Context: an optimization exercise on an open-source flow, tuned for small area, a short achievable clock period and few clock cycles per item. The choices shown serve that exercise and are no tape-out recipe. RTL that was checked went through simulation tests only; none was proved equivalent to the original. The RTL of run 3 was laid out without a check of its function. No activity file was given, so power comes from the tool's default toggle rates.

[flow/config.mk]
export PLATFORM = sky130hd
export DESIGN_NAME = cbus_rx
export DESIGN_NICKNAME = cbus_rx
export VERILOG_FILES = /design/flow/design.v
export SDC_FILE = /design/flow/constraint.sdc
export NUM_CORES = 4
export LEC_CHECK = 0
export CAP_MARGIN = 20
export CORE_MARGIN = 2
export CORE_UTILIZATION = 40
export SETUP_SLACK_MARGIN = 5
export SLEW_MARGIN = 20
[flow/constraint.sdc]
create_clock -name core_clock -period 10.0 [get_ports {clk}]
set_input_delay 2.0000 -clock core_clock [delete_from_list [all_inputs] [get_ports {clk}]]
set_output_delay 2.0000 -clock core_clock [all_outputs]
set_load 0.01 [all_outputs]
[flow/run.sh]
#!/bin/bash
# synth_recipe.tcl (not shown) runs the flow's synth.tcl, then flattens the netlist and writes it again
# the make line also repeats each setting of config.mk as NAME=value (left out here)
make -C /OpenROAD-flow-scripts/flow DESIGN_CONFIG=/design/flow/config.mk WORK_HOME=/design/flow/orfs CLKGATE_MAP_FILE= SYNTH_SCRIPT=/design/flow/synth_recipe.tcl finish
[flow/design.v]
module cbus_rx (
    input  wire       clk,
    input  wire       rst,           
    input  wire       cfg_valid,
    input  wire [7:0] cfg_addr,
    input  wire       cfg_domain,    
    output wire       map_fault,
    input  wire       short_form,    
    input  wire       in_valid,
    input  wire [7:0] in_data,
    input  wire       in_last,
    output wire       in_ready,
    output wire       out_valid,
    input  wire       out_ready,
    output wire [2:0] out_type,
    output wire [7:0] out_ack_char,
    output wire       out_monitored,
    output wire       out_ok,
    output wire       out_domain,
    output wire [7:0] out_csum,
    output wire [5:0] out_len,
    output wire [3:0] out_nsubs,
    output wire [7:0] out_id,
    output wire [7:0] out_group,
    output wire [7:0] out_param,
    output wire       out_has_param
);
    localparam [7:0] CH_CR          = 8'h0D;
    localparam [7:0] CH_LF          = 8'h0A;
    localparam [7:0] CH_STX         = 8'h5C;
    localparam [7:0] CH_ACK         = 8'h2E;
    localparam [7:0] CH_NAK         = 8'h23;
    localparam [7:0] CH_NAK_CORRUPT = 8'h24;
    localparam [7:0] CH_NAK_NOCLOCK = 8'h25;
    localparam [7:0] CH_NAK_TOOLONG = 8'h27;
    localparam [2:0] T_ACK          = 3'd0;
    localparam [2:0] T_NAK          = 3'd1;
    localparam [2:0] T_NAK_CORRUPT  = 3'd2;
    localparam [2:0] T_NAK_NOCLOCK  = 3'd3;
    localparam [2:0] T_NAK_TOOLONG  = 3'd4;
    localparam [2:0] T_FRAME        = 3'd5;
    localparam [2:0] T_SUB          = 3'd6;
    localparam [2:0] P_IDLE = 3'd0;
    localparam [2:0] P_STX  = 3'd1;
    localparam [2:0] P_ACKP = 3'd2;
    localparam [2:0] P_HIGH = 3'd3;
    localparam [2:0] P_LOW  = 3'd4;
    localparam [2:0] P_CR   = 3'd5;    
    localparam [3:0] W_CODE  = 4'd0;   
    localparam [3:0] W_SKA   = 4'd1;   
    localparam [3:0] W_SKB   = 4'd2;   
    localparam [3:0] W_ROUTE = 4'd3;   
    localparam [3:0] W_SKN   = 4'd4;   
    localparam [3:0] W_APP   = 4'd5;   
    localparam [3:0] W_SKL   = 4'd6;   
    localparam [3:0] W_WALK  = 4'd7;   
    localparam [3:0] W_FAIL  = 4'd8;
    function is_hex(input [7:0] c);
        is_hex = (c >= 8'h30 && c <= 8'h39) || (c >= 8'h41 && c <= 8'h46);
    endfunction
    function [3:0] hexval(input [7:0] c);
        if (c[6]) hexval = c[3:0] + 4'd9;
        else      hexval = c[3:0];
    endfunction
    function [1:0] short_len(input [7:0] id);
        if (id == 8'h79 || id == 8'h01 || id == 8'h09) short_len = 2'd1;
        else if ((id & 8'h87) == 8'h02)                short_len = 2'd2;
        else                                           short_len = 2'd0;
    endfunction
    reg        rst_q;          
    reg        sf;             
    reg        started;        
    reg [2:0]  phase;
    reg [7:0]  prevc;
    reg [3:0]  nib;
    reg        crlast;
    reg        rdy;            
    reg        bev;
    reg        clr_q;          
    reg [7:0]  bq;
    reg [5:0]  len;
    reg [7:0]  sum;
    reg [7:0]  pend;           
    reg [7:0]  bufm [2:30];    
    reg [3:0]  ws0, ws1;
    reg [7:0]  rc0, rc1;
    reg [4:0]  rem0, rem1;
    reg [3:0]  ns0, ns1;
    reg        bt0, bt1;       
    reg        bd0, bd1;       
    reg        lk0, lk1;       
    reg        dm0, dm1;       
    reg [4:0]  off0, off1;
    reg [255:0] mapL, mapT;
    reg        cq_v, cq_d;     
    reg [7:0]  cq_a;
    reg        fault_q;
    reg [7:0]  pL, pT;         
    reg [7:0]  pC;             
    reg [2:0]  lo_q;
    reg        pv;
    reg [2:0]  ptype;
    reg [7:0]  pa;
    reg [5:0]  plen;
    reg [3:0]  pns;
    reg        pmon, pok, pdom, pbuf;
    reg [4:0]  poff;
    reg        act;
    reg        skp;            
    reg [4:0]  rp;
    reg [3:0]  cnt;
    reg        ov;
    reg [2:0]  o_type;
    reg [7:0]  o_a, o_b, o_c;
    reg        o_f;
    wire [7:0] maddr = started ? pend : cfg_addr;
    wire [7:0] mL8   = mapL[{maddr[7:3], 3'd0} +: 8];
    wire [7:0] mT8   = mapT[{maddr[7:3], 3'd0} +: 8];
    wire       rdL   = pL[lo_q];
    wire       rdT   = pT[lo_q];
    always @(posedge clk) begin
        if (rst_q) begin
            mapL <= 256'd0;
            mapT <= 256'd0;
        end else if (cq_v) begin
            if (cq_d) mapT[cq_a] <= 1'b1;
            else      mapL[cq_a] <= 1'b1;
        end
    end
    integer i;
    always @(posedge clk) begin
        rst_q <= rst;
        pL    <= mL8;
        pT    <= mT8;
        lo_q  <= maddr[2:0];
        cq_a  <= cfg_addr;
        cq_d  <= cfg_domain;
        for (i = 0; i < 8; i = i + 1)
            pC[i] <= cfg_valid && !rst_q &&
                     ((cfg_domain ? mL8[i] : mT8[i]) ||
                      (cq_v && (cq_a == {cfg_addr[7:3], i[2:0]}) && (cq_d != cfg_domain)));
        if (rst) begin
            cq_v    <= 1'b0;
            fault_q <= 1'b0;
        end else begin
            cq_v    <= cfg_valid;
            fault_q <= map_fault;
        end
    end
    assign map_fault = fault_q || pC[lo_q];
    function [7:0] bget(input [4:0] s);
        if (s >= 5'd2 && s <= 5'd30) bget = bufm[s];
        else                         bget = 8'h00;
    endfunction
    wire [2:0] rrow  = rp[4:2];
    wire [1:0] rcol  = rp[1:0];
    wire [2:0] rrow1 = rrow + 3'd1;
    wire [7:0] bk0 = bget({(2'd0 < rcol) ? rrow1 : rrow, 2'd0});
    wire [7:0] bk1 = bget({(2'd1 < rcol) ? rrow1 : rrow, 2'd1});
    wire [7:0] bk2 = bget({(2'd2 < rcol) ? rrow1 : rrow, 2'd2});
    wire [7:0] bk3 = bget({rrow, 2'd3});
    function [7:0] bsel(input [1:0] k, input [7:0] a0, input [7:0] a1,
                        input [7:0] a2, input [7:0] a3);
        case (k)
            2'd0: bsel = a0;
            2'd1: bsel = a1;
            2'd2: bsel = a2;
            default: bsel = a3;
        endcase
    endfunction
    wire [7:0] e_id  = bsel(rcol,         bk0, bk1, bk2, bk3);
    wire [7:0] e_grp = bsel(rcol + 2'd1,  bk0, bk1, bk2, bk3);
    wire [7:0] e_prm = bsel(rcol + 2'd2,  bk0, bk1, bk2, bk3);
    wire       e_two = ((e_id & 8'h87) == 8'h02);    
    assign in_ready = rdy;
    wire       take = in_valid && rdy;
    wire [7:0] c    = in_data;
    wire       c_hx = is_hex(c);
    wire [3:0] c_v  = hexval(c);
    assign out_valid     = ov;
    assign out_type      = o_type;
    assign out_ack_char  = o_a;
    assign out_csum      = o_a;
    assign out_id        = o_a;
    assign out_group     = o_b;
    assign out_len       = o_b[5:0];
    assign out_ok        = o_b[6];
    assign out_domain    = o_b[7];
    assign out_param     = o_c;
    assign out_nsubs     = o_c[3:0];
    assign out_monitored = o_f;
    assign out_has_param = o_f;
    wire bd0e = lk0 ? (rdL | rdT) : bd0;
    wire dm0e = lk0 ? rdT : dm0;
    wire bd1e = lk1 ? (rdL | rdT) : bd1;
    wire dm1e = lk1 ? rdT : dm1;
    wire ok0 = (ws0 == W_WALK) && (rem0 == 5'd0) && bd0e && !(dm0e && bt0) && !fault_q;
    wire ok1 = (ws1 == W_WALK) && (rem1 == 5'd0) && bd1e && !(dm1e && bt1) && !fault_q;
    wire lenok = clr_q || !len[5];      
    reg       f_clr;            
    reg       f_byte;           
    reg       f_done;           
    reg       f_mon;
    reg       f_rep;            
    reg [2:0] f_rtype;
    reg [2:0] phase_n;
    always @(*) begin
        f_clr   = 1'b0;
        f_byte  = 1'b0;
        f_done  = 1'b0;
        f_mon   = 1'b0;
        f_rep   = 1'b0;
        f_rtype = T_ACK;
        phase_n = phase;
        case (phase)
            P_IDLE, P_STX: if (take) begin
                if (c_hx) begin
                    f_clr   = 1'b1;
                    phase_n = P_LOW;
                end else if (phase == P_IDLE && c == CH_STX) begin
                    phase_n = P_STX;
                end else begin
                    phase_n = (phase == P_IDLE) ? P_ACKP : P_IDLE;
                end
            end
            P_ACKP: if (take) begin
                phase_n = P_IDLE;
                f_rep   = 1'b1;
                if (c == CH_ACK)              f_rtype = T_ACK;
                else if (c == CH_NAK)         f_rtype = T_NAK;
                else if (c == CH_NAK_CORRUPT) f_rtype = T_NAK_CORRUPT;
                else if (c == CH_NAK_NOCLOCK) f_rtype = T_NAK_NOCLOCK;
                else if (c == CH_NAK_TOOLONG) f_rtype = T_NAK_TOOLONG;
                else                          f_rep   = 1'b0;
            end
            P_HIGH: if (take) begin
                if (c_hx)            phase_n = P_LOW;
                else if (c == CH_CR) phase_n = P_CR;
                else                 phase_n = P_IDLE;
            end
            P_LOW: if (take) begin
                if (c_hx && lenok) begin
                    f_byte  = 1'b1;
                    phase_n = P_HIGH;
                end else begin
                    phase_n = P_IDLE;
                end
            end
            P_CR: begin
                f_done = crlast ? !pv : take;
                f_mon  = !crlast && (c == CH_LF);
                if (take && !f_mon) begin
                    if (c_hx) begin
                        f_clr   = 1'b1;
                        phase_n = P_LOW;
                    end else if (c == CH_STX) begin
                        phase_n = P_STX;
                    end else begin
                        phase_n = P_ACKP;
                    end
                end else if (f_done) begin
                    phase_n = P_IDLE;
                end
            end
            default: phase_n = P_IDLE;
        endcase
    end
    always @(posedge clk) begin
        sf    <= short_form;
        bev   <= f_byte;
        clr_q <= f_clr;
        bq    <= {nib, c_v};
        if (take) begin
            prevc <= c;
            nib   <= c_v;
            if (phase == P_HIGH) crlast <= in_last;
        end
        if (rst) begin
            phase   <= P_IDLE;
            started <= 1'b0;
        end else begin
            phase <= phase_n;
            if (in_valid) started <= 1'b1;
        end
    end
    wire [1:0] pk  = short_len(pend);
    wire       pbt = ((pend & 8'h87) == 8'h02) && (pend != 8'h02);
    always @(posedge clk) begin
        if (bev && len >= 6'd2 && len <= 6'd30)
            bufm[len[4:0]] <= bq;
    end
    always @(posedge clk) begin
        if (clr_q) begin
            len  <= 6'd0;
            sum  <= 8'h00;
            ws0  <= W_CODE;
            ws1  <= sf ? W_APP : W_SKA;
            rem0 <= 5'd0;
            rem1 <= 5'd0;
            ns0  <= 4'd0;
            ns1  <= 4'd0;
            bt0  <= 1'b0;
            bt1  <= 1'b0;
            bd0  <= 1'b0;
            bd1  <= 1'b0;
            lk0  <= 1'b0;
            lk1  <= 1'b0;
        end else begin
            if (lk0) begin
                bd0 <= rdL | rdT;
                dm0 <= rdT;
                lk0 <= 1'b0;
            end
            if (lk1) begin
                bd1 <= rdL | rdT;
                dm1 <= rdT;
                lk1 <= 1'b0;
            end
            if (bev) begin
                len  <= len + 6'd1;
                sum  <= sum + bq;
                pend <= bq;
                if (len != 6'd0) begin
                    case (ws0)
                        W_CODE: begin
                            if (pend[2:0] == 3'd5)      ws0 <= W_APP;
                            else if (pend[2:0] == 3'd3) ws0 <= W_SKB;
                            else                        ws0 <= W_FAIL;
                        end
                        W_SKB: ws0 <= W_ROUTE;
                        W_ROUTE: begin
                            rc0 <= pend - 8'd9;
                            if (pend < 8'd9) ws0 <= W_APP;
                            else             ws0 <= W_SKN;
                        end
                        W_SKN: begin
                            rc0 <= rc0 - 8'd9;
                            if (rc0 < 8'd9) ws0 <= W_APP;
                        end
                        W_APP: begin
                            lk0 <= 1'b1;
                            ws0 <= W_SKL;
                        end
                        W_SKL: begin
                            ws0  <= W_WALK;
                            off0 <= len[4:0];
                        end
                        W_WALK: begin
                            if (rem0 != 5'd0) begin
                                rem0 <= rem0 - 5'd1;
                            end else if (pend[7]) begin
                                rem0 <= pend[4:0];
                            end else if (pk == 2'd0) begin
                                ws0 <= W_FAIL;
                            end else begin
                                rem0 <= {3'd0, pk};
                                ns0  <= ns0 + 4'd1;
                                if (pbt) bt0 <= 1'b1;
                            end
                        end
                        default: ;
                    endcase
                    case (ws1)
                        W_SKA: ws1 <= W_SKB;
                        W_SKB: ws1 <= W_APP;
                        W_APP: begin
                            lk1 <= 1'b1;
                            ws1 <= sf ? W_SKL : W_ROUTE;
                        end
                        W_ROUTE: begin
                            rc1 <= pend - 8'd9;
                            if (pend < 8'd9) begin
                                ws1  <= W_WALK;
                                off1 <= len[4:0];
                            end else begin
                                ws1  <= W_SKN;
                            end
                        end
                        W_SKN: begin
                            rc1 <= rc1 - 8'd9;
                            if (rc1 < 8'd9) begin
                                ws1  <= W_WALK;
                                off1 <= len[4:0];
                            end
                        end
                        W_SKL: begin
                            ws1  <= W_WALK;
                            off1 <= len[4:0];
                        end
                        W_WALK: begin
                            if (rem1 != 5'd0) begin
                                rem1 <= rem1 - 5'd1;
                            end else if (pend[7]) begin
                                rem1 <= pend[4:0];
                            end else if (pk == 2'd0) begin
                                ws1 <= W_FAIL;
                            end else begin
                                rem1 <= {3'd0, pk};
                                ns1  <= ns1 + 4'd1;
                                if (pbt) bt1 <= 1'b1;
                            end
                        end
                        default: ;
                    endcase
                end
            end
        end
    end
    wire adv  = !ov || out_ready;
    wire pull = adv && !act && pv;             
    wire [5:0] lenc = bev ? len + 6'd1 : len;    
    wire hz_c = (lenc >= 6'd2) && (lenc <= 6'd30) &&
                ((pv && pbuf) || (act && (lenc[4:0] >= rp)));
    wire acr_n = (phase_n == P_ACKP) || (phase_n == P_CR);
    wire low_c = ((phase == P_HIGH) && take && c_hx) || ((phase == P_LOW) && !take);
    wire rdy_n = !(acr_n && (f_done || (pv && !pull))) && !(low_c && hz_c);
    always @(posedge clk) begin
        if (adv) begin
            if (act) begin
                if (skp) begin
                    skp <= 1'b0;
                    rp  <= rp + 5'd1 + o_a[4:0];
                end else if (e_id[7]) begin
                    skp <= 1'b1;
                    o_a <= e_id;
                end else begin
                    o_type <= T_SUB;
                    o_a    <= e_id;
                    o_b    <= e_grp;
                    o_c    <= e_prm;
                    o_f    <= e_two;
                    rp     <= e_two ? rp + 5'd3 : rp + 5'd2;
                    cnt    <= cnt - 4'd1;
                end
            end else if (pv) begin
                o_type <= ptype;
                o_a    <= pa;
                o_b    <= {pdom, pok, plen};
                o_c    <= {4'd0, pns};
                o_f    <= pmon;
                rp     <= poff;
                cnt    <= pns;
            end
        end
        if (f_done) begin
            ptype <= T_FRAME;
            pa    <= 8'h00 - sum;
            plen  <= len;
            pmon  <= f_mon;
            if (f_mon) begin
                pok  <= ok1;
                pdom <= dm1e;
                pns  <= ns1;
                poff <= off1;
                pbuf <= ok1 && (ns1 != 4'd0);
            end else begin
                pok  <= ok0;
                pdom <= dm0e;
                pns  <= ns0;
                poff <= off0;
                pbuf <= ok0 && (ns0 != 4'd0);
            end
        end else if (f_rep) begin
            ptype <= f_rtype;
            pa    <= prevc;
            pbuf  <= 1'b0;
        end
        if (rst) begin
            rdy <= 1'b0;
            pv  <= 1'b0;
            act <= 1'b0;
            skp <= 1'b0;
            ov  <= 1'b0;
        end else begin
            rdy <= rdy_n;
            pv  <= (f_done || f_rep) || (pv && !pull);
            if (adv) begin
                if (act) begin
                    ov <= !skp && !e_id[7];
                    if (!skp && !e_id[7] && cnt == 4'd1) act <= 1'b0;
                end else begin
                    ov  <= pv;
                    if (pv) act <= pbuf;
                end
            end
        end
    end
endmodule
==> results.tsv, run 1 <==
metric	value	unit
vias	28900	
cts_buffer_depth	3	
fin_crit_sh	48.3	%
syn_avg_cell_area	10.6	um2
grt_pass1_vias	28000	
p_per_area	176	nW/um2
peakVddDrop	0.000139	V
wl_per_cell	21.2	um
ys_seq_area_share	55.9	%
clock_latency	0.68	ns
yosys-top-cells-count	nor2_1, dfxtp_1, a21oi_1	
post-dp-hpwl	68700	um
slowest_stage	mux4_2	
critPathArrivalTime	2.83	ns
synth_cell_types	79	
relSlewSlack	18.2	%
path_cells	mux4_2, nor2b_1, a211o_1, clkdlybuf4s50_1	
place.gp.congestion	0.901	
io_buffer_count	83	
hold_viol	0	
synth_area_leaders	dfxtp_1, edfxtp_1, mux4_2, a21oi_1, nor2_1	
internal_power	6.28	mW
syn-num-nets	3951	
numCtsBuffers	99	
cts_hold_buffers	0	
end_kind	output port	
setup_tns	0	ns
synth_top_area_cell	dfxtp_1	
cp_max_fo	6	
seq_area	22900	um2
num_rows	117	
fp.dieArea	105000	um2
hold_path.class	reg2reg	
rsz0062_at_grt	true	
worstMarginPinSlew	1.23	ns
instances_no_fill	5266	
cts_root_buffer	clkbuf_16	
yosysMostFrequentCell	nor2_1	
fill_cells	9500	
layout_setup_ws	5.17	ns
grt_pass1_wl	169000	um
grt_max_degree	159	
synthFlopType	dfxtp_1	
antenna_found_initial	0	
cp.required	8.00	ns
power_frac_clock	44.6	%
grt_usage	21.0	%
status	timing/DRC/antenna clean	
max_stage_delay	0.58	ns
pre_cts_ws	4.07	ns
htree_num_levels	3	
async_flop_share	0	%
switchingPower	1.84	mW
die_h	324	um
drt_iter0_drc	2857	
synth_edf_count	349	
grt_overflow	0	
fin_skew	0.0294	ns
drv_cap	0	
cp-start-kind	register	
final.min_clock_period	4.83	ns
yosysTopAreaCellShare	30.3	%
power_frac_seq	51.0	%
postRouteAntennaNets	0	
vias_per_cell	5.49	
cts_tree	done	
clkTransAtPathRegs	0.06	ns
slew_viol_final	0	
drt-pass1-iter-count	7	
finalNetCount	3898	
layout-drive-gt1-share	12.4	%
combPwrFrac	4.4	%
drc_errors	0	
ys_seq_elements	968	
area_growth	12.5	%
p_leak	16.3	nW
fmax	207	MHz
p_sw_share	22.7	%
setup_viol	0	
holdWs	0.342	ns
wirelength	111000	um
crit_type	reg2out	
dpl.cell_count	5083	
synthCells	3871	
start_util	40.3	%
yosysWarnings	1	
multiInputGateArea	16600	um2
die_w	324	um
cts.sinks	968	
coreArea	102000	um2
netlist_area	40900	um2
ios	84	
==> critical path, delay by kind of cell (launching register included) <==
kind | cells | cell delay (ns)
muxes | 1 | 0.58
buffers and inverters | 1 | 0.54
DFF | 1 | 0.48
AOI/OAI and AO/OA | 1 | 0.39
and+or+nand+nor | 1 | 0.16
==> kinds of logic after synthesis <==
kind of cell             share of synthesized area [%]
AND/OR/NAND/NOR                                   13.0
flip-flops                                        55.9
AO/OA/AOI/OAI                                     11.8
buffers and inverters                             3.94
multiplexers                                      12.0
XOR/XNOR                                          1.60
adder cells (fa/ha/maj)                           1.75
==> stage by stage <==
step	cell area [um2]	utilization [%]	power, mW
after global placement	42800	42.1	4.57
after CTS	46000	45.3	8.17
after floorplan	40900	-	4.43
final	46100	45.3	8.12
after detailed placement	42800	42.2	4.57
after global routing	46100	45.3	8.35
==> power groups by stage <==
stage | clock (mW) | sequential (mW) | combinational (mW)
after floorplan | 0 | 4.21 | 0.216
after global placement | 0 | 4.22 | 0.345
after detailed placement | 0 | 4.22 | 0.349
after CTS | 3.68 | 4.14 | 0.350
after global routing | 3.83 | 4.14 | 0.379
final | 3.62 | 4.14 | 0.355
==> area by class of cell <==
type / count / area share [%]
diodes: 1 / 0.00543
clock buffers: 140 / 6.20
clock inverters: 40 / 0.698
inverters: 84 / 0.685
multi-input cells: 2517 / 36.0
flip-flops and latches: 968 / 49.7
well taps: 1368 / 3.72
repair buffers: 148 / 2.96
==> per-layer routing <==
metal	share of wire, %	global-route usage, %	vias to the layer above
met5	0	0	-
met4	2.9	6.92	0
met3	5.9	2.67	188
met2	48	35.0	944
met1	43	28.5	14100
li1	-	-	13600
==> final timing paths <==
path / start / to / slack [ns] / depth (start not counted)
max reg2reg: rp[1]$_DFFE_PN_ / register / 5.30 / 12
max: lo_q[0]$_DFF_P_ / map_fault / 5.17 / 4
min reg2reg: nib[2]$_DFFE_PP_ / bq[6]$_DFF_P_ / 0.34 / 0
min: nib[2]$_DFFE_PP_ / bq[6]$_DFF_P_ / 0.34 / 0
==> repair_timing <==
item | 4_1_cts | 5_1_grt
setup endpoints to repair | 6 | 10
pin swaps | 0 | 0
setup buffers | 1 | 0
gates cloned | 0 | 1
gates resized for setup | 1 | 4
endpoints found under the hold margin | 0 | 0
==> cells in the final DEF, fill, tap and decap left out, drive strengths merged, types with 16 or more instances in the layout <==
cell,synthesis,layout
xnor2,44,44
nor2b,24,24
clkdlybuf4s50,0,83
xor2,29,29
clkinv,1,29
a21oi,575,575
nand3,47,47
o22ai,18,18
nor3,35,35
buf,76,64
mux4,176,176
nor2,726,726
o21ai,79,79
nand2b,21,21
ha,54,54
a211oi,28,28
and2,38,38
mux2i,57,57
edfxtp,349,349
a31oi,24,24
nand2,301,301
o211ai,16,16
dfxtp,619,619
mux2,34,34
inv,83,89
clkbuf,226,141
Testbench counts, summed over its fixed seeds: cycles 55,225, chars 54,986.
==> inputs of run 2 (changes only) <==
==> flow/flow/run.sh (new file) <==
#!/bin/bash
set -euo pipefail
bash standard.sh SETUP_SLACK_MARGIN=6.3 \
    "BUFFER_PORTS_ARGS=-buffer_cell sky130_fd_sc_hd__buf_4" \
    MATCH_CELL_FOOTPRINT=0 \
    finish > flow_make.log 2>&1
==> flow/standard.sh (new file) <==
#!/bin/bash
# synth_recipe.tcl (not shown) runs the flow's synth.tcl, then flattens the netlist and writes it again
# the make line also repeats each setting of config.mk as NAME=value (left out here)
make -C /OpenROAD-flow-scripts/flow DESIGN_CONFIG=/design/flow/config.mk WORK_HOME=/design/flow/orfs CLKGATE_MAP_FILE= SYNTH_SCRIPT=/design/flow/synth_recipe.tcl "${@:-finish}"
--- a/flow/config.mk
+++ b/flow/config.mk
@@ -9,4 +9,3 @@
 export CORE_MARGIN = 2
 export CORE_UTILIZATION = 40
-export SETUP_SLACK_MARGIN = 5
 export SLEW_MARGIN = 20
removed: flow/run.sh
==> results.tsv, run 2 <==
metric	value	unit	change
grt_overflow	0		unchanged
num_rows	117		unchanged
setup_viol	0		unchanged
fin_skew	0.0332	ns	was 0.0294 ns
final.min_clock_period	4.22	ns	was 4.83 ns
worstMarginPinSlew	1.18	ns	was 1.23 ns
n_antenna_cell	0		was 1
layout-drive-gt1-share	19.4	%	was 12.4%
coreArea	102000	um2	unchanged
drv_cap	0		unchanged
antenna_found_initial	0		unchanged
grt_usage	22.0	%	was 21.0%
synth_area_leaders	dfxtp_1, edfxtp_1, mux4_2, a21oi_1, nor2_1		unchanged
dr_wl_met3	8960	um	was 6570 um
htree_num_levels	3		unchanged
relSlewSlack	21.1	%	was 18.2%
cp.required	8.00	ns	about the same
postRouteAntennaNets	0		unchanged
cts_hold_buffers	0		unchanged
r2r-start	rp[1]$_DFFE_PN_		unchanged
final_common_cell	nor2_1		unchanged
power_frac_clock	44.4	%	was 44.6%
layout_common_cells	nor2_1, dfxtp_1, a21oi_1		unchanged
end_kind	output port		unchanged
synthCells	3871		unchanged
worstHoldStart	nib[2]$_DFFE_PP_		unchanged
dpl.cell_count	5081		was 5083
vias	30100		was 28900
fp.dieArea	105000	um2	unchanged
reg2reg_to	rp[2]$_DFFE_PN_		
clkTransAtPathRegs	0.06	ns	about the same
synthFlopType	dfxtp_1		unchanged
fin_util	47.2	%	was 45.3%
rsz0062_at_grt	true		unchanged
cts.sinks	968		unchanged
setup_tns	0	ns	unchanged
seq_area	22900	um2	about the same
instances_no_fill	5393		was 5266
hold_path.class	reg2reg		unchanged
netlist_area	40900	um2	unchanged
status	timing/DRC/antenna clean		unchanged
drc_errors	0		unchanged
synth_top_area_cell	dfxtp_1		unchanged
ys_seq_elements	968		unchanged
numCtsBuffers	99		unchanged
wl_met2	55100	um	was 53200 um
top_layer	met4		unchanged
ys_seq_area_share	55.9	%	unchanged
cts_buffer_depth	3		unchanged
post-dp-hpwl	69000	um	was 68700 um
combPwrFrac	5.2	%	was 4.4%
clock_latency	0.68	ns	about the same
reg2reg_depth	12		unchanged
yosysWarnings	1		unchanged
multiInputGateArea	17200	um2	was 16600 um2
yosysTopAreaCellShare	30.3	%	unchanged
crit_type	reg2out		unchanged
io_buffer_count	83		unchanged
internal_power	6.33	mW	was 6.28 mW
hold_viol	0		unchanged
synth_edf_count	349		unchanged
switchingPower	1.90	mW	was 1.84 mW
vias_per_cell	5.59		was 5.49
synth_cell_types	79		unchanged
async_flop_share	0	%	unchanged
grt_pass1_wl	176000	um	was 169000 um
cts_root_buffer	clkbuf_16		unchanged
drt-pass1-iter-count	6		was 7
yosysMostFrequentCell	nor2_1		unchanged
die_w	324	um	unchanged
grt_max_degree	104		was 159
fmax	237	MHz	was 207 MHz
slew_viol_final	0		unchanged
wirelength	118000	um	was 111000 um
whs_path_depth	0		unchanged
syn_avg_cell_area	10.6	um2	unchanged
cp-start-kind	register		unchanged
p_leak	17.3	nW	was 16.3 nW
p_sw_share	23.1	%	was 22.7%
wl_met1	50200	um	was 48400 um
finalNetCount	4023		was 3898
start_util	40.3	%	unchanged
die_h	324	um	unchanged
peakVddDrop	0.000150	V	was 0.000139 V
critPathArrivalTime	2.22	ns	was 2.83 ns
regToRegSetupSlack	6.31	ns	was 5.30 ns
hold_end	bq[6]$_DFF_P_		unchanged
wl_per_cell	21.9	um	was 21.2 um
fin_crit_sh	42.2	%	was 48.3%
cp_max_fo	5		was 6
cts_tree	done		unchanged
p_per_area	172	nW/um2	was 176 nW/um2
drt_iter0_drc	3205		was 2857
place.gp.congestion	0.882		was 0.901
yosys-top-cells-count	nor2_1, dfxtp_1, a21oi_1		unchanged
ios	84		unchanged
syn-num-nets	3951		unchanged
area_growth	17.2	%	was 12.5%
power_frac_seq	50.4	%	was 51.0%
fill_cells	9268		was 9500
grt_pass1_vias	28200		was 28000
run 2: metrics by stage:
step	cell area [um2]	worst slack, ns	power (mW)	hold slack, ns
3_3_place_gp	42700	4.46	4.57	0.330
5_1_grt	48000	5.73	8.45	0.371
4_1_cts	47000	5.75	8.24	0.358
6_report	48000	5.78	8.23	0.358
3_5_place_dp	42700	4.41	4.57	0.336
2_1_floorplan	41200	6.00	4.44	0.323
run 2: final cells by class:
class	count	share of cell area, %
Inverter	84	0.681
Clock inverter	35	0.707
Timing Repair Buffer	272	5.59
Clock buffer	148	5.99
Multi-Input combinational cell	2518	35.8
Sequential cell	968	47.7
Tap cell	1368	3.57
run 2: logic make-up after synthesis:
logic type	count (synthesis)	synth area share, %
AO/OA/AOI/OAI	850	11.8
XOR/XNOR	73	1.60
adder cells (fa/ha/maj)	56	1.75
buffers and inverters	386	3.94
flip-flops	968	55.9
multiplexers	267	12.0
AND/OR/NAND/NOR	1271	13.0
run 2: worst max-delay path by stage:
stage	slack [ns]	to	start	cells past startpoint
after CTS	5.75	map_fault	lo_q[0]$_DFF_P_	4
after global placement	4.46	pC[5]$_DFF_P_	cfg_addr[3]	12
after detailed placement	4.41	pC[5]$_DFF_P_	cfg_addr[3]	12
final	5.78	map_fault	lo_q[0]$_DFF_P_	4
after floorplan	6.00	pC[6]$_DFF_P_	cfg_addr[3]	11
after global routing	5.73	map_fault	lo_q[0]$_DFF_P_	4
run 2: worst max-delay path: stages, from the launching register on:
cell and delay [ns]:
dfxtp_4 0.41, mux4_2 0.57, nor2b_1 0.16, a211o_1 0.26
buf_6 0.14
run 2: power by group through the flow:
stage | Clock (mW) | Sequential, mW | Combinational, mW
after detailed placement | 0 | 4.23 | 0.341
after global placement | 0 | 4.23 | 0.337
after floorplan | 0 | 4.21 | 0.232
after CTS | 3.70 | 4.15 | 0.398
after global routing | 3.86 | 4.15 | 0.447
final | 3.65 | 4.15 | 0.427
run 2: what timing repair did:
action / 4_1_cts / 5_1_grt
setup buffers: 45 / 62
endpoints found under the setup margin: 87 / 66
resized for setup: 80 / 71
gates cloned: 15 / 7
pin swaps: 18 / 34
run 2: layer usage:
layer	up-vias	track usage [%]
met1	14800	30.1
met5	-	0
met3	240	3.18
met4	0	7.38
li1	13900	-
met2	1237	35.7
==> inputs of run 3 (changes only) <==
--- a/flow/design.v
+++ b/flow/design.v
@@ -137,5 +137,5 @@
         cq_d  <= cfg_domain;
         for (i = 0; i < 8; i = i + 1)
-            pC[i] <= cfg_valid && !rst_q &&
+            pC[i] <= cfg_valid && !rst_q && (cfg_addr[2:0] == i[2:0]) &&
                      ((cfg_domain ? mL8[i] : mT8[i]) ||
                       (cq_v && (cq_a == {cfg_addr[7:3], i[2:0]}) && (cq_d != cfg_domain)));
@@ -148,5 +148,5 @@
         end
     end
-    assign map_fault = fault_q || pC[lo_q];
+    assign map_fault = fault_q || (pC != 8'd0);
     function [7:0] bget(input [4:0] s);
         if (s >= 5'd2 && s <= 5'd30) bget = bufm[s];
==> flow/flow/run.sh (replaced) <==
#!/bin/bash
# The standard layout (standard.sh: ORFS synthesis through final
# routing), with these changes to how the layout is made:
#  * ports are buffered with buf_4 instead of the resizer's default pick;
#  * the resizer may change a cell's footprint when it repairs timing;
#  * clock tree sinks are clustered in larger groups (fewer clock buffers).
# Make's full output goes to flow_make.log in this folder; each ORFS step
# keeps its own log under orfs/logs/.
set -euo pipefail
bash standard.sh SETUP_SLACK_MARGIN=6.3 \
    "BUFFER_PORTS_ARGS=-buffer_cell sky130_fd_sc_hd__buf_4" \
    MATCH_CELL_FOOTPRINT=0 \
    CTS_CLUSTER_SIZE=24 CTS_CLUSTER_DIAMETER=80 \
    finish > flow_make.log 2>&1
==> results.tsv, run 3 <==
metric	value	unit	change
async_flop_share	0	%	unchanged
slew_viol_final	0		unchanged
syn_avg_cell_area	10.6	um2	about the same
cp_max_fo	7		was 5
r2r-start	cq_a[0]$_DFF_P_		was rp[1]$_DFFE_PN_
synth_area_leaders	dfxtp_1, edfxtp_1, mux4_2, a21oi_1, nor2_1		unchanged
max_stage_delay	0.50	ns	was 0.57 ns
ys_seq_elements	968		unchanged
p_per_area	145	nW/um2	was 172 nW/um2
worstMarginPinSlew	1.24	ns	was 1.18 ns
yosys-top-cells-count	nor2_1, dfxtp_1, a21oi_1		unchanged
synthFlopType	dfxtp_1		unchanged
vias_per_cell	5.62		was 5.59
fp.dieArea	105000	um2	about the same
fmax	257	MHz	was 237 MHz
htree_num_levels	2		was 3
finalNetCount	3948		was 4023
fin_skew	0.0239	ns	was 0.0332 ns
fin_crit_sh	38.9	%	was 42.2%
synth_top_area_cell	dfxtp_1		unchanged
numCtsBuffers	48		was 99
cts_tree	done		unchanged
critPathArrivalTime	4.42	ns	was 2.22 ns
status	timing/DRC/antenna clean		unchanged
grt_overflow	0		unchanged
grt_max_degree	107		was 104
synthCells	3868		was 3871
cp-start-kind	primary input		was register
drv_cap	0		unchanged
netlist_area	41200	um2	was 40900 um2
postRouteAntennaNets	0		unchanged
cts_hold_buffers	0		unchanged
setup_viol	0		unchanged
hold_path.class	reg2reg		unchanged
relSlewSlack	17.2	%	was 21.1%
start_util	40.4	%	was 40.3%
yosysMostFrequentCell	nor2_1		unchanged
layout_common_cells	nor2_1, dfxtp_1, a21oi_1		unchanged
end_kind	register		was output port
stdcell_area	46400	um2	was 48000 um2
path_delay_family	compound AO/OA/AOI/OAI gates		was multiplexers
vias	29500		was 30100
worstHoldStart	nib[1]$_DFFE_PP_		was nib[2]$_DFFE_PP_
clkTransAtPathRegs	0.10	ns	was 0.06 ns
cts.sinks	968		unchanged
wl_per_cell	21.9	um	about the same
layout-drive-gt1-share	17.4	%	was 19.4%
p_leak	16.3	nW	was 17.3 nW
setup_tns	0	ns	unchanged
num_rows	117		unchanged
grt_pass1_vias	28200		about the same
area_growth	12.7	%	was 17.2%
drc_errors	0		unchanged
dpl_cell_area	42900	um2	was 42700 um2
ys_seq_area_share	55.6	%	was 55.9%
post-dp-hpwl	69300	um	was 69000 um
coreArea	102000	um2	about the same
die_h	325	um	was 324 um
ios	84		unchanged
yosysWarnings	1		unchanged
synth_cell_types	85		was 79
grt_pass1_wl	175000	um	was 176000 um
synth_edf_count	349		unchanged
drt_iter0_drc	2936		was 3205
syn-num-nets	3948		was 3951
clock_latency	0.64	ns	was 0.68 ns
crit_type	in2reg		was reg2out
n_antenna_cell	0		unchanged
path_cells	buf_8, mux2i_4, buf_12, buf_6, buf_12, mux4_2, nand2_1, nand2_1, o211ai_1, o21ai_2, a221oi_4, nor4bb_2		was mux4_2, nor2b_1, a211o_1, buf_6
grt_usage	21.1	%	was 22.0%
crit_buf_inv	4		was 1
cp.required	10.53	ns	was 8.00 ns
wirelength	115000	um	was 118000 um
hold_viol	0		unchanged
cts_root_buffer	clkbuf_16		unchanged
rsz0062_at_grt	true		unchanged
drt-pass1-iter-count	6		unchanged
io_buffer_count	83		unchanged
die_w	325	um	was 324 um
slowest_stage	mux4_2		unchanged
antenna_found_initial	3		was 0
final.min_clock_period	3.89	ns	was 4.22 ns
crit_start	cfg_addr[3]		was lo_q[0]$_DFF_P_
yosysTopAreaCellShare	30.1	%	was 30.3%
cts_buffer_depth	3		unchanged
final_common_cell	nor2_1		unchanged
peakVddDrop	0.000141	V	was 0.000150 V
place.gp.congestion	0.897		was 0.882
[run 3: cell count changes after synthesis, sizes merged, moves of 7 or more]
| cell | change |
|---|---|
| o22ai | -9 |
| nor2b | -8 |
| a22oi | +9 |
| nand2 | -13 |
| mux2i | +21 |
| inv | -7 |
| a21oi | -7 |
| o21ai | +10 |
| nor2 | -16 |
| nor3 | +14 |
| a221oi | +15 |
[run 3: layout make-up]
type                    count  area (um2)
clock inverters             6        80.1
fillers                  9555       55500
clock buffers              65        1300
multi-input cells        2528       17600
repair buffers            243        2490
inverters                  78         300
well taps                1368        1710
repair inverters            1        7.51
flip-flops and latches    968       22900
[run 3: cell families (layout without fill, tap and decap cells)]
logic type,after synthesis,in the layout,share of synthesized area (%)
muxes,287,288,12.3
and+or+nand+nor,1253,1253,12.9
DFF,968,968,55.6
adders and majority gates,56,56,1.74
AOI/OAI and AO/OA,859,859,11.9
xor gates and xnor gates,72,72,1.60
buffers and inverters,373,393,3.93
[run 3: path summary, 6_finish.rpt]
check                                to  slack [ns]  cells after the start
setup / recovery          pC[2]$_DFF_P_        6.11                     12
hold / removal            bq[5]$_DFF_P_        0.35                      0
setup reg to reg  mapL[33]$_SDFFE_PP0P_        6.15                      9
hold reg to reg           bq[5]$_DFF_P_        0.35                      0
[run 3: per-stage QoR]
stage	util [%]	hold WS, ns	total power, mW	std cells	worst slack (ns)
final	45.5	0.353	6.75	5257	6.11
after floorplan	-	0.323	4.43	3868	5.97
after global placement	42.1	0.326	4.56	5082	4.48
after CTS	44.8	0.350	6.78	5223	6.20
after global routing	45.5	0.361	6.95	5257	5.99
after detailed placement	42.1	0.328	4.56	5083	4.50
[run 3: metal layers]
layer	wire length, um	vias to the layer above	part of all wire [%]	global-route usage [%]
li1	-	13700	-	-
met1	50100	14600	44	29.4
met2	54200	1058	47	34.5
met3	7490	182	6.5	2.53
met4	3260	0	2.8	6.26
met5	0	-	0	0
[run 3: report_power, final]
group	leakage [nW]	switching [mW]	total, mW	internal, mW
Sequential	8.13	0.0283	4.12	4.09
Clock	0.666	1.27	2.20	0.924
Combinational	7.50	0.282	0.431	0.149
Total	16.3	1.58	6.75	5.17
[run 3: repair_timing]
action | 4_1_cts | 5_1_grt
gates resized for setup | 130 | 74
buffers inserted | 49 | 31
endpoints found under the setup margin | 116 | 261
gates cloned | 20 | 3
pin swaps | 26 | 40
==> inputs of run 4 (changes only) <==
--- a/flow/design.v
+++ b/flow/design.v
@@ -84,6 +84,5 @@
     reg [7:0]  bufm [2:30];    
     reg [3:0]  ws0, ws1;
-    reg [7:0]  rc0, rc1;
-    reg [4:0]  rem0, rem1;
+    reg [7:0]  rc0, rc1;       
     reg [3:0]  ns0, ns1;
     reg        bt0, bt1;       
@@ -96,7 +95,6 @@
     reg [7:0]  cq_a;
     reg        fault_q;
-    reg [7:0]  pL, pT;         
+    reg        rL, rT;         
     reg [7:0]  pC;             
-    reg [2:0]  lo_q;
     reg        pv;
     reg [2:0]  ptype;
@@ -110,6 +108,5 @@
     reg [4:0]  rp;
     reg [3:0]  cnt;
-    reg        ov;
-    reg [2:0]  o_type;
+    reg        sv;             
     reg [7:0]  o_a, o_b, o_c;
     reg        o_f;
@@ -117,6 +114,6 @@
     wire [7:0] mL8   = mapL[{maddr[7:3], 3'd0} +: 8];
     wire [7:0] mT8   = mapT[{maddr[7:3], 3'd0} +: 8];
-    wire       rdL   = pL[lo_q];
-    wire       rdT   = pT[lo_q];
+    wire       rdL   = rL;
+    wire       rdT   = rT;
     always @(posedge clk) begin
         if (rst_q) begin
@@ -131,7 +128,6 @@
     always @(posedge clk) begin
         rst_q <= rst;
-        pL    <= mL8;
-        pT    <= mT8;
-        lo_q  <= maddr[2:0];
+        rL    <= mL8[maddr[2:0]];
+        rT    <= mT8[maddr[2:0]];
         cq_a  <= cfg_addr;
         cq_d  <= cfg_domain;
@@ -178,16 +174,19 @@
     wire       c_hx = is_hex(c);
     wire [3:0] c_v  = hexval(c);
-    assign out_valid     = ov;
-    assign out_type      = o_type;
-    assign out_ack_char  = o_a;
-    assign out_csum      = o_a;
+    wire offer_p = pv && !act && !sv;     
+    wire sadv    = !sv || out_ready;       
+    wire pull    = offer_p && out_ready;   
+    assign out_valid     = sv || offer_p;
+    assign out_type      = sv ? T_SUB : ptype;
+    assign out_ack_char  = pa;
+    assign out_csum      = pa;
+    assign out_len       = plen;
+    assign out_ok        = pok;
+    assign out_domain    = pdom;
+    assign out_nsubs     = pns;
+    assign out_monitored = pmon;
     assign out_id        = o_a;
     assign out_group     = o_b;
-    assign out_len       = o_b[5:0];
-    assign out_ok        = o_b[6];
-    assign out_domain    = o_b[7];
     assign out_param     = o_c;
-    assign out_nsubs     = o_c[3:0];
-    assign out_monitored = o_f;
     assign out_has_param = o_f;
     wire bd0e = lk0 ? (rdL | rdT) : bd0;
@@ -195,6 +194,6 @@
     wire bd1e = lk1 ? (rdL | rdT) : bd1;
     wire dm1e = lk1 ? rdT : dm1;
-    wire ok0 = (ws0 == W_WALK) && (rem0 == 5'd0) && bd0e && !(dm0e && bt0) && !fault_q;
-    wire ok1 = (ws1 == W_WALK) && (rem1 == 5'd0) && bd1e && !(dm1e && bt1) && !fault_q;
+    wire ok0 = (ws0 == W_WALK) && (rc0[4:0] == 5'd0) && bd0e && !(dm0e && bt0) && !fault_q;
+    wire ok1 = (ws1 == W_WALK) && (rc1[4:0] == 5'd0) && bd1e && !(dm1e && bt1) && !fault_q;
     wire lenok = clr_q || !len[5];      
     reg       f_clr;            
@@ -296,6 +295,4 @@
             ws0  <= W_CODE;
             ws1  <= sf ? W_APP : W_SKA;
-            rem0 <= 5'd0;
-            rem1 <= 5'd0;
             ns0  <= 4'd0;
             ns1  <= 4'd0;
@@ -345,14 +342,15 @@
                             ws0  <= W_WALK;
                             off0 <= len[4:0];
+                            rc0  <= 8'd0;
                         end
                         W_WALK: begin
-                            if (rem0 != 5'd0) begin
-                                rem0 <= rem0 - 5'd1;
+                            if (rc0[4:0] != 5'd0) begin
+                                rc0 <= rc0 - 8'd1;
                             end else if (pend[7]) begin
-                                rem0 <= pend[4:0];
+                                rc0 <= {3'd0, pend[4:0]};
                             end else if (pk == 2'd0) begin
                                 ws0 <= W_FAIL;
                             end else begin
-                                rem0 <= {3'd0, pk};
+                                rc0 <= {6'd0, pk};
                                 ns0  <= ns0 + 4'd1;
                                 if (pbt) bt0 <= 1'b1;
@@ -373,4 +371,5 @@
                                 ws1  <= W_WALK;
                                 off1 <= len[4:0];
+                                rc1  <= 8'd0;
                             end else begin
                                 ws1  <= W_SKN;
@@ -382,4 +381,5 @@
                                 ws1  <= W_WALK;
                                 off1 <= len[4:0];
+                                rc1  <= 8'd0;
                             end
                         end
@@ -387,14 +387,15 @@
                             ws1  <= W_WALK;
                             off1 <= len[4:0];
+                            rc1  <= 8'd0;
                         end
                         W_WALK: begin
-                            if (rem1 != 5'd0) begin
-                                rem1 <= rem1 - 5'd1;
+                            if (rc1[4:0] != 5'd0) begin
+                                rc1 <= rc1 - 8'd1;
                             end else if (pend[7]) begin
-                                rem1 <= pend[4:0];
+                                rc1 <= {3'd0, pend[4:0]};
                             end else if (pk == 2'd0) begin
                                 ws1 <= W_FAIL;
                             end else begin
-                                rem1 <= {3'd0, pk};
+                                rc1 <= {6'd0, pk};
                                 ns1  <= ns1 + 4'd1;
                                 if (pbt) bt1 <= 1'b1;
@@ -407,6 +408,4 @@
         end
     end
-    wire adv  = !ov || out_ready;
-    wire pull = adv && !act && pv;             
     wire [5:0] lenc = bev ? len + 6'd1 : len;    
     wire hz_c = (lenc >= 6'd2) && (lenc <= 6'd30) &&
@@ -416,30 +415,22 @@
     wire rdy_n = !(acr_n && (f_done || (pv && !pull))) && !(low_c && hz_c);
     always @(posedge clk) begin
-        if (adv) begin
-            if (act) begin
-                if (skp) begin
-                    skp <= 1'b0;
-                    rp  <= rp + 5'd1 + o_a[4:0];
-                end else if (e_id[7]) begin
-                    skp <= 1'b1;
-                    o_a <= e_id;
-                end else begin
-                    o_type <= T_SUB;
-                    o_a    <= e_id;
-                    o_b    <= e_grp;
-                    o_c    <= e_prm;
-                    o_f    <= e_two;
-                    rp     <= e_two ? rp + 5'd3 : rp + 5'd2;
-                    cnt    <= cnt - 4'd1;
-                end
-            end else if (pv) begin
-                o_type <= ptype;
-                o_a    <= pa;
-                o_b    <= {pdom, pok, plen};
-                o_c    <= {4'd0, pns};
-                o_f    <= pmon;
-                rp     <= poff;
-                cnt    <= pns;
-            end
+        if (act && sadv) begin
+            if (skp) begin
+                skp <= 1'b0;
+                rp  <= rp + 5'd1 + o_a[4:0];
+            end else if (e_id[7]) begin
+                skp <= 1'b1;
+                o_a <= e_id;
+            end else begin
+                o_a <= e_id;
+                o_b <= e_grp;
+                o_c <= e_prm;
+                o_f <= e_two;
+                rp  <= e_two ? rp + 5'd3 : rp + 5'd2;
+                cnt <= cnt - 4'd1;
+            end
+        end else if (pull) begin
+            rp  <= poff;
+            cnt <= pns;
         end
         if (f_done) begin
@@ -471,17 +462,14 @@
             act <= 1'b0;
             skp <= 1'b0;
-            ov  <= 1'b0;
+            sv  <= 1'b0;
         end else begin
             rdy <= rdy_n;
             pv  <= (f_done || f_rep) || (pv && !pull);
-            if (adv) begin
-                if (act) begin
-                    ov <= !skp && !e_id[7];
-                    if (!skp && !e_id[7] && cnt == 4'd1) act <= 1'b0;
-                end else begin
-                    ov  <= pv;
-                    if (pv) act <= pbuf;
-                end
-            end
+            if (sadv)
+                sv <= act && !skp && !e_id[7];
+            if (act && sadv && !skp && !e_id[7] && cnt == 4'd1)
+                act <= 1'b0;
+            else if (pull)
+                act <= pbuf;
         end
     end
--- a/flow/flow/run.sh
+++ b/flow/flow/run.sh
@@ -8,5 +8,5 @@
 # keeps its own log under orfs/logs/.
 set -euo pipefail
-bash standard.sh SETUP_SLACK_MARGIN=6.3 \
+bash standard.sh SETUP_SLACK_MARGIN=6.6 \
     "BUFFER_PORTS_ARGS=-buffer_cell sky130_fd_sc_hd__buf_4" \
     MATCH_CELL_FOOTPRINT=0 \
--- a/flow/config.mk
+++ b/flow/config.mk
@@ -8,4 +8,4 @@
 export CAP_MARGIN = 20
 export CORE_MARGIN = 2
-export CORE_UTILIZATION = 40
+export CORE_UTILIZATION = 55
 export SLEW_MARGIN = 20
==> results.tsv, run 4 <==
metric	value	unit	change
cts_root_buffer	clkbuf_16		unchanged
io_buffer_count	83		unchanged
wl_per_cell	25.1	um	was 21.9 um
yosysMostFrequentCell	nor2_1		unchanged
clkTransAtPathRegs	0.10	ns	about the same
path_cells	buf_8, mux2i_4, buf_12, buf_16, clkbuf_16, mux4_2, nand2_1, and3_1, a311oi_2, a31oi_2, buf_4, nor2_1, a221oi_4, nor3b_2		was buf_8, mux2i_4, buf_12, buf_6, buf_12, mux4_2, nand2_1, nand2_1, o211ai_1, o21ai_2, a221oi_4, nor4bb_2
die_h	274	um	was 325 um
grt_pass1_wl	182000	um	was 175000 um
power_frac_seq	59.5	%	was 61.1%
pre_cts_ws	4.30	ns	was 4.50 ns
dpl.cell_count	4656		was 5083
grt_usage	32.0	%	was 21.1%
coreArea	72700	um2	was 102000 um2
internal_power	5.10	mW	was 5.17 mW
netlist_area	40200	um2	was 41200 um2
slew_viol_final	0		unchanged
cp-start-kind	primary input		unchanged
holdWs	0.346	ns	was 0.353 ns
yosys-top-cells-count	nor2_1, a21oi_1, dfxtp_1		was nor2_1, dfxtp_1, a21oi_1
vias	30500		was 29500
cp_max_fo	8		was 7
cts_tree	done		unchanged
vias_per_cell	6.27		was 5.62
synth_top_area_cell	dfxtp_1		unchanged
ys_seq_elements	938		was 968
grt_max_degree	107		unchanged
relSlewSlack	21.5	%	was 17.2%
p_per_area	147	nW/um2	was 145 nW/um2
switchingPower	1.61	mW	was 1.58 mW
layout-drive-gt1-share	19.6	%	was 17.4%
htree_num_levels	2		unchanged
synth_cell_types	84		was 85
hold_path.class	reg2reg		unchanged
setup_viol	0		unchanged
power_frac_clock	33.5	%	was 32.5%
cp.required	10.55	ns	was 10.53 ns
finalNetCount	3965		was 3948
crit_type	in2reg		unchanged
async_flop_share	0	%	unchanged
grt_pass1_vias	29300		was 28200
synth_edf_count	346		was 349
drt_iter0_drc	3561		was 2936
rsz0062_at_grt	true		unchanged
start_util	55.3	%	was 40.4%
total_power	6.71	mW	was 6.75 mW
fp.dieArea	75300	um2	was 105000 um2
wirelength	122000	um	was 115000 um
synth_area_leaders	dfxtp_1, edfxtp_1, mux4_2, a21oi_1, nor2_1		unchanged
layout_setup_ws	6.15	ns	was 6.11 ns
combPwrFrac	7.0	%	was 6.4%
p_sw_share	24.0	%	was 23.4%
drv_cap	0		unchanged
place.gp.congestion	0.903		was 0.897
final_common_cell	nor2_1		unchanged
max_stage_delay	0.49	ns	was 0.50 ns
synthCells	3826		was 3868
critPathArrivalTime	4.39	ns	was 4.42 ns
fin_util	62.9	%	was 45.5%
area_growth	13.8	%	was 12.7%
cts.sinks	938		was 968
numCtsBuffers	48		unchanged
dpl_cell_area	41600	um2	was 42900 um2
fin_crit_sh	38.5	%	was 38.9%
hold_viol	0		unchanged
syn_avg_cell_area	10.5	um2	was 10.6 um2
ys_seq_area_share	55.3	%	was 55.6%
end_kind	register		unchanged
drc_errors	0		unchanged
instances_no_fill	4873		was 5257
drt-pass1-iter-count	6		unchanged
ios	84		unchanged
postRouteAntennaNets	0		unchanged
status	timing/DRC/antenna clean		unchanged
fmax	260	MHz	was 257 MHz
yosysWarnings	1		unchanged
slowest_stage	mux4_2		unchanged
post-dp-hpwl	73500	um	was 69300 um
layout_common_cells	nor2_1, a21oi_1, dfxtp_1		was nor2_1, dfxtp_1, a21oi_1
antenna_found_initial	4		was 3
num_rows	99		was 117
p_leak	16.2	nW	was 16.3 nW
worstMarginPinSlew	1.16	ns	was 1.24 ns
die_w	274	um	was 325 um
setup_tns	0	ns	unchanged
peakVddDrop	0.000160	V	was 0.000141 V
synthFlopType	dfxtp_1		unchanged
clock_latency	0.64	ns	about the same
fin_skew	0.0333	ns	was 0.0239 ns
final.min_clock_period	3.85	ns	was 3.89 ns
stdcell_area	45800	um2	was 46400 um2
grt_overflow	0		unchanged
cts_buffer_depth	3		unchanged
yosysTopAreaCellShare	29.5	%	was 30.1%
syn-num-nets	3902		was 3948
n_antenna_cell	0		unchanged
-- run 4: layer usage --
metal | GRT usage [%] | vias up | part of all wire, %
li1 | - | 13800 | -
met1 | 42.4 | 15100 | 40
met2 | 52.8 | 1331 | 48
met3 | 3.84 | 319 | 6.8
met4 | 15.1 | 2 | 5.0
met5 | 0 | - | 0.011
-- run 4: worst paths after layout --
check,startpoint,endpoint,slack [ns],cells after the start
max,cfg_addr[3],pC[3]$_DFF_P_,6.15,14
min,nib[2]$_DFFE_PP_,bq[6]$_DFF_P_,0.35,0
max reg2reg,rp[1]$_DFFE_PP_,rp[2]$_DFFE_PP_,6.61,13
min reg2reg,nib[2]$_DFFE_PP_,bq[6]$_DFF_P_,0.35,0
-- run 4: cells by family (layout without fill, tap and decap cells) --
kind of cell               after synthesis  after routing  synth area share (%)
AOI/OAI and AO/OA                      871            871                  12.4
xor gates and xnor gates                63             63                  1.49
adders and majority gates               56             56                  1.75
buffers and inverters                  346            432                  3.76
DFF                                    938            938                  55.3
muxes                                  250            252                  11.5
and+or+nand+nor                       1302           1302                  13.8
-- run 4: power groups by stage --
stage | Clock [mW] | Combinational (mW) | Sequential (mW)
3_3_place_gp | 0 | 0.365 | 4.08
3_5_place_dp | 0 | 0.371 | 4.08
5_1_grt | 2.41 | 0.489 | 3.99
4_1_cts | 2.27 | 0.437 | 3.99
6_report | 2.24 | 0.472 | 3.99
2_1_floorplan | 0 | 0.234 | 4.08
-- run 4: final cells by class --
type | instances | area [um2]
clock buffers | 64 | 1320
repair inverters | 1 | 7.51
well taps | 959 | 1200
fillers | 5754 | 27000
multi-input cells | 2544 | 17700
inverters | 72 | 302
flip-flops and latches | 938 | 22300
clock inverters | 11 | 156
repair buffers | 284 | 2810
-- run 4: repair_timing --
item,in CTS,in global routing
setup buffers,62,54
hold buffers,0,0
cloned,23,3
pin swaps,37,54
endpoints found under the setup margin,354,528
resized for setup,149,125
-- run 4: worst max-delay path, delay by kind of cell --
family          cells  cell delay [ns]
compound gates      3             0.49
simple gates        4             0.41
buf+inv             5             0.81
mux                 2             0.65
Testbench counts of run 4, summed over its fixed seeds: cycles 55,274, chars 54,986.
==> inputs of run 5 (changes only) <==
--- a/flow/flow/run.sh
+++ b/flow/flow/run.sh
@@ -8,5 +8,5 @@
 # keeps its own log under orfs/logs/.
 set -euo pipefail
-bash standard.sh SETUP_SLACK_MARGIN=6.6 \
+bash standard.sh SETUP_SLACK_MARGIN=6.8 \
     "BUFFER_PORTS_ARGS=-buffer_cell sky130_fd_sc_hd__buf_4" \
     MATCH_CELL_FOOTPRINT=0 \
--- a/flow/config.mk
+++ b/flow/config.mk
@@ -8,4 +8,4 @@
 export CAP_MARGIN = 20
 export CORE_MARGIN = 2
-export CORE_UTILIZATION = 55
+export CORE_UTILIZATION = 65
 export SLEW_MARGIN = 20
==> results.tsv, run 5 <==
metric	value	unit	change
grt_usage	37.1	%	was 32.0%
grt_overflow	0		unchanged
final.min_clock_period	3.84	ns	was 3.85 ns
synth_edf_count	346		unchanged
synth_area_leaders	dfxtp_1, edfxtp_1, mux4_2, a21oi_1, nor2_1		unchanged
holdWs	0.350	ns	was 0.346 ns
internal_power	5.06	mW	was 5.10 mW
cts.sinks	938		unchanged
drt_iter0_drc	3745		was 3561
rsz0062_at_grt	true		unchanged
yosysWarnings	1		unchanged
switchingPower	1.55	mW	was 1.61 mW
peakVddDrop	0.000144	V	was 0.000160 V
cp-start-kind	primary input		unchanged
p_leak	16.5	nW	was 16.2 nW
p_per_area	143	nW/um2	was 147 nW/um2
hold_end	bq[4]$_DFF_P_		was bq[6]$_DFF_P_
yosysTopAreaCellShare	29.5	%	unchanged
total_power	6.61	mW	was 6.71 mW
postRouteAntennaNets	0		unchanged
clkTransAtPathRegs	0.10	ns	about the same
finalNetCount	4007		was 3965
cts_hold_buffers	0		unchanged
ys_seq_elements	938		unchanged
power_frac_clock	32.2	%	was 33.5%
vias	31400		was 30500
drc_errors	0		unchanged
critPathArrivalTime	4.34	ns	was 4.39 ns
num_rows	91		was 99
dpl_cell_area	41400	um2	was 41600 um2
relSlewSlack	22.6	%	was 21.5%
ios	84		unchanged
grt_pass1_wl	180000	um	was 182000 um
die_h	253	um	was 274 um
setup_tns	0	ns	unchanged
start_util	65.4	%	was 55.3%
dpl.cell_count	4486		was 4656
antenna_found_initial	5		was 4
cts_buffer_depth	3		unchanged
fin_skew	0.0220	ns	was 0.0333 ns
synth_top_area_cell	dfxtp_1		unchanged
wl_per_cell	25.5	um	was 25.1 um
r2r-start	rp[1]$_DFFE_PP_		unchanged
cp_max_fo	6		was 8
hold_path.class	reg2reg		unchanged
reg2reg_to	rp[0]$_DFFE_PP_		was rp[2]$_DFFE_PP_
grt_max_degree	115		was 107
synth_cell_types	84		unchanged
synthCells	3826		unchanged
fill_cells	4117		was 5754
async_flop_share	0	%	unchanged
fmax	260	MHz	about the same
power_frac_seq	60.5	%	was 59.5%
setup_viol	0		unchanged
grt_pass1_vias	30100		was 29300
drt-pass1-iter-count	6		unchanged
netlist_area	40200	um2	unchanged
yosys-top-cells-count	nor2_1, a21oi_1, dfxtp_1		unchanged
post-dp-hpwl	71100	um	was 73500 um
whs_path_depth	0		unchanged
htree_num_levels	2		unchanged
worstMarginPinSlew	1.16	ns	about the same
n_antenna_cell	0		unchanged
final_common_cell	nor2_1		unchanged
wirelength	121000	um	was 122000 um
place.gp.congestion	0.939		was 0.903
area_growth	14.9	%	was 13.8%
pre_cts_ws	4.20	ns	was 4.30 ns
die_w	253	um	was 274 um
combPwrFrac	7.3	%	was 7.0%
numCtsBuffers	46		was 48
regToRegSetupSlack	6.59	ns	was 6.61 ns
cp.required	10.50	ns	was 10.55 ns
p_sw_share	23.4	%	was 24.0%
instances_no_fill	4744		was 4873
reg2reg_depth	15		was 13
syn_avg_cell_area	10.5	um2	unchanged
status	timing/DRC/antenna clean		unchanged
io_buffer_count	83		unchanged
layout-drive-gt1-share	20.9	%	was 19.6%
fin_crit_sh	38.4	%	was 38.5%
fin_util	75.1	%	was 62.9%
hold_viol	0		unchanged
drv_cap	0		unchanged
fp.dieArea	63900	um2	was 75300 um2
clock_latency	0.63	ns	was 0.64 ns
cts_root_buffer	clkbuf_16		unchanged
ys_seq_area_share	55.3	%	unchanged
vias_per_cell	6.62		was 6.27
layout_setup_ws	6.16	ns	was 6.15 ns
synthFlopType	dfxtp_1		unchanged
yosysMostFrequentCell	nor2_1		unchanged
crit_type	in2reg		unchanged
worstHoldStart	nib[0]$_DFFE_PP_		was nib[2]$_DFFE_PP_
coreArea	61500	um2	was 72700 um2
cts_tree	done		unchanged
syn-num-nets	3902		unchanged
slew_viol_final	0		unchanged
stdcell_area	46200	um2	was 45800 um2
layout_common_cells	nor2_1, a21oi_1, dfxtp_1		unchanged
end_kind	register		unchanged
run 5: cell types whose count changed in the layout (fill, tap and decap cells not counted), moves of 4 or more:
cell,previous run,this run
mux2i_1,50,46
nand2_1,282,276
o21ai_0,63,55
buf_4,220,215
buf_8,4,8
nand2_2,7,13
o21ai_1,5,11
buf_6,23,60
buf_12,17,22
run 5: metal layers:
| layer | GRT usage [%] | part of all wire [%] |
|---|---|---|
| met1 | 48.5 | 37 |
| met2 | 58.3 | 46 |
| met3 | 6.43 | 9.9 |
| met4 | 22.4 | 6.9 |
| met5 | 0 | 0.022 |
run 5: how the worst max path moves through the flow:
| stage | from | end | slack (ns) |
|---|---|---|---|
| global route | cfg_addr[3] | rT$_DFF_P_ | 6.11 |
| floorplan | cfg_addr[3] | pC[4]$_DFF_P_ | 6.05 |
| global placement | cfg_addr[3] | rT$_DFF_P_ | 4.28 |
| finish | cfg_addr[3] | rT$_DFF_P_ | 6.16 |
| CTS | cfg_addr[3] | pC[5]$_DFF_P_ | 6.23 |
| detailed placement | cfg_addr[3] | rT$_DFF_P_ | 4.20 |
run 5: repair_timing:
action / 4_1_cts / 5_1_grt
setup endpoints to repair: 539 / 602
hold endpoints to repair: 0 / 0
resized for setup: 252 / 110
buffers inserted: 100 / 56
gates cloned: 31 / 0
pin swaps: 58 / 54
run 5: final cells by class:
type	instances	area [um2]	share of cell area, %
sequential	938	22300	48.2
multi-input combinational	2544	17900	38.7
timing repair buffer	328	3420	7.41
clock buffer	64	1270	2.75
tap	790	988	2.14
inverter	72	304	0.658
clock inverter	7	82.6	0.179
timing repair inverter	1	7.51	0.0163
run 5: power by group through the flow:
stage	clock network, mW	registers (mW)	logic [mW]
finish	2.13	4.00	0.483
CTS	2.15	4.00	0.452
detailed placement	0	4.08	0.358
global placement	0	4.08	0.349
global route	2.26	4.00	0.494
floorplan	0	4.08	0.235
run 5: logic make-up (layout without fill, tap and decap cells):
kind of cell	after synthesis	after routing	share of synthesized area [%]
simple gates	1302	1303	13.8
flops	938	938	55.3
compound gates	871	871	12.4
buf+inv	346	472	3.76
mux	250	251	11.5
xor+xnor	63	63	1.49
fa+ha+maj	56	56	1.75
run 5: critical path, stage by stage:
cell and delay (ns):
buf_8 0.10, mux2i_4 0.19, buf_6 0.17, clkbuf_16 0.19, buf_16 0.16, buf_12 0.11, mux4_2 0.49, nand2_1 0.10
nand3_2 0.11, a31oi_4 0.34, mux4_2 0.28, mux2i_1 0.07
==> inputs of run 6 (changes only) <==
--- a/flow/flow/run.sh
+++ b/flow/flow/run.sh
@@ -8,5 +8,5 @@
 # keeps its own log under orfs/logs/.
 set -euo pipefail
-bash standard.sh SETUP_SLACK_MARGIN=6.8 \
+bash standard.sh SETUP_SLACK_MARGIN=6.0 \
     "BUFFER_PORTS_ARGS=-buffer_cell sky130_fd_sc_hd__buf_4" \
     MATCH_CELL_FOOTPRINT=0 \
--- a/flow/config.mk
+++ b/flow/config.mk
@@ -8,4 +8,4 @@
 export CAP_MARGIN = 20
 export CORE_MARGIN = 2
-export CORE_UTILIZATION = 65
+export CORE_UTILIZATION = 40
 export SLEW_MARGIN = 20
==> results.tsv, run 6 <==
metric	value	unit	change
power_frac_seq	59.8	%	was 60.5%
cts_hold_buffers	0		unchanged
yosysTopAreaCellShare	29.5	%	unchanged
ios	84		unchanged
n_antenna_cell	0		unchanged
p_leak	15.4	nW	was 16.5 nW
pre_cts_ws	4.30	ns	was 4.20 ns
fmax	253	MHz	was 260 MHz
grt_pass1_wl	176000	um	was 180000 um
setup_viol	0		unchanged
cp_max_fo	6		unchanged
peakVddDrop	0.000121	V	was 0.000144 V
hold_end	bq[5]$_DFF_P_		was bq[4]$_DFF_P_
wirelength	118000	um	was 121000 um
fin_skew	0.0421	ns	was 0.0220 ns
drv_cap	0		unchanged
synthCells	3826		unchanged
post-dp-hpwl	70400	um	was 71100 um
die_h	321	um	was 253 um
num_rows	116		was 91
antenna_found_initial	3		was 5
numCtsBuffers	49		was 46
netlist_area	40200	um2	unchanged
final_common_cell	nor2_1		unchanged
cts.sinks	938		unchanged
final.min_clock_period	3.95	ns	was 3.84 ns
slowest_stage	mux4_2		unchanged
instances_no_fill	5101		was 4744
p_per_area	152	nW/um2	was 143 nW/um2
switchingPower	1.64	mW	was 1.55 mW
htree_num_levels	2		unchanged
cts_tree	done		unchanged
place.gp.congestion	0.862		was 0.939
fin_crit_sh	39.5	%	was 38.4%
drt-pass1-iter-count	5		was 6
path_delay_family	compound AO/OA/AOI/OAI gates		was multiplexers
yosys-top-cells-count	nor2_1, a21oi_1, dfxtp_1		unchanged
die_w	321	um	was 253 um
cp-start-kind	primary input		unchanged
internal_power	5.07	mW	was 5.06 mW
dpl_cell_area	41800	um2	was 41400 um2
cpMostUsedCell	buf_12		was mux4_2
synth_cell_types	84		unchanged
yosysWarnings	1		unchanged
stdcell_area	44200	um2	was 46200 um2
status	timing/DRC/antenna clean		unchanged
dpl.cell_count	4980		was 4486
grt_max_degree	223		was 115
yosysMostFrequentCell	nor2_1		unchanged
ys_seq_area_share	55.3	%	unchanged
whs_path_depth	0		unchanged
hold_path.class	reg2reg		unchanged
wl_per_cell	23.1	um	was 25.5 um
cts_buffer_depth	3		unchanged
area_growth	9.99	%	was 14.9%
end_kind	register		unchanged
layout_setup_ws	6.05	ns	was 6.16 ns
power_frac_clock	34.1	%	was 32.2%
fp.dieArea	103000	um2	was 63900 um2
finalNetCount	3850		was 4007
postRouteAntennaNets	0		unchanged
crit_type	in2reg		unchanged
combPwrFrac	6.1	%	was 7.3%
clock_latency	0.65	ns	was 0.63 ns
ys_seq_elements	938		unchanged
layout-drive-gt1-share	13.9	%	was 20.9%
slew_viol_final	0		unchanged
io_buffer_count	83		unchanged
hold_viol	0		unchanged
cp.required	10.53	ns	was 10.50 ns
synth_area_leaders	dfxtp_1, edfxtp_1, mux4_2, a21oi_1, nor2_1		unchanged
==> run 6: logic make-up (layout without fill, tap and decap cells) <==
kind of cell / Yosys count / in the layout / share of synthesized area [%]
simple gates: 1302 / 1302 / 13.8
flops: 938 / 938 / 55.3
compound gates: 871 / 871 / 12.4
buf+inv: 346 / 323 / 3.76
mux: 250 / 250 / 11.5
xor+xnor: 63 / 63 / 1.49
fa+ha+maj: 56 / 56 / 1.75
==> run 6: stage by stage <==
stage | hold WS, ns | total power [mW]
3_5_place_dp | 0.329 | 4.45
6_report | 0.334 | 6.71
3_3_place_gp | 0.326 | 4.45
5_1_grt | 0.356 | 6.89
2_1_floorplan | 0.323 | 4.31
4_1_cts | 0.337 | 6.71
==> run 6: timing repair <==
action                                  in CTS  in global routing
resized for setup                           43                 33
buffers inserted                             9                 20
pin swaps                                    1                  3
endpoints found under the setup margin     107                 62
gates cloned                                 7                  4
==> run 6: power groups by stage <==
stage / registers [mW] / logic, mW / clock network [mW]
3_5_place_dp: 4.09 / 0.353 / 0
6_report: 4.01 / 0.409 / 2.29
5_1_grt: 4.01 / 0.425 / 2.46
4_1_cts: 4.01 / 0.379 / 2.33
3_3_place_gp: 4.09 / 0.352 / 0
2_1_floorplan: 4.08 / 0.229 / 0
==> run 6: how the worst max path moves through the flow <==
stage	from	endpoint	slack [ns]	cells after the start
6_report	cfg_addr[3]	pC[0]$_DFF_P_	6.05	13
5_1_grt	cfg_addr[3]	pC[5]$_DFF_P_	6.00	12
4_1_cts	cfg_addr[3]	rT$_DFF_P_	5.97	11
3_5_place_dp	cfg_addr[3]	rT$_DFF_P_	4.30	11
3_3_place_gp	cfg_addr[3]	rT$_DFF_P_	4.37	11
2_1_floorplan	cfg_addr[3]	pC[6]$_DFF_P_	6.02	11
==> run 6: layout make-up <==
cell class / instances / area (um2)
multi-input cells: 2542 / 17000
clock buffers: 64 / 1300
clock inverters: 16 / 189
well taps: 1298 / 1620
fillers: 9424 / 55600
repair buffers: 171 / 1600
flip-flops and latches: 938 / 22200
inverters: 72 / 274
==> run 6: layer usage <==
| metal | part of all wire [%] | GRT usage, % | vias to the layer above |
|---|---|---|---|
| li1 | - | - | 13500 |
| met1 | 43 | 31.0 | 14500 |
| met2 | 46 | 35.6 | 1170 |
| met3 | 7.3 | 3.22 | 212 |
| met4 | 3.4 | 7.45 | 4 |
| met5 | 0.019 | 0 | - |

Re-timed with assumed drivers on the ports (clkbuf_16 on the clock, buf_2 on other inputs), run 6 has 6.044 ns of setup slack against 6.053 ns with ideal ports, and 5.399 ns once port delays also move by the mid clock arrival of 0.706 ns.
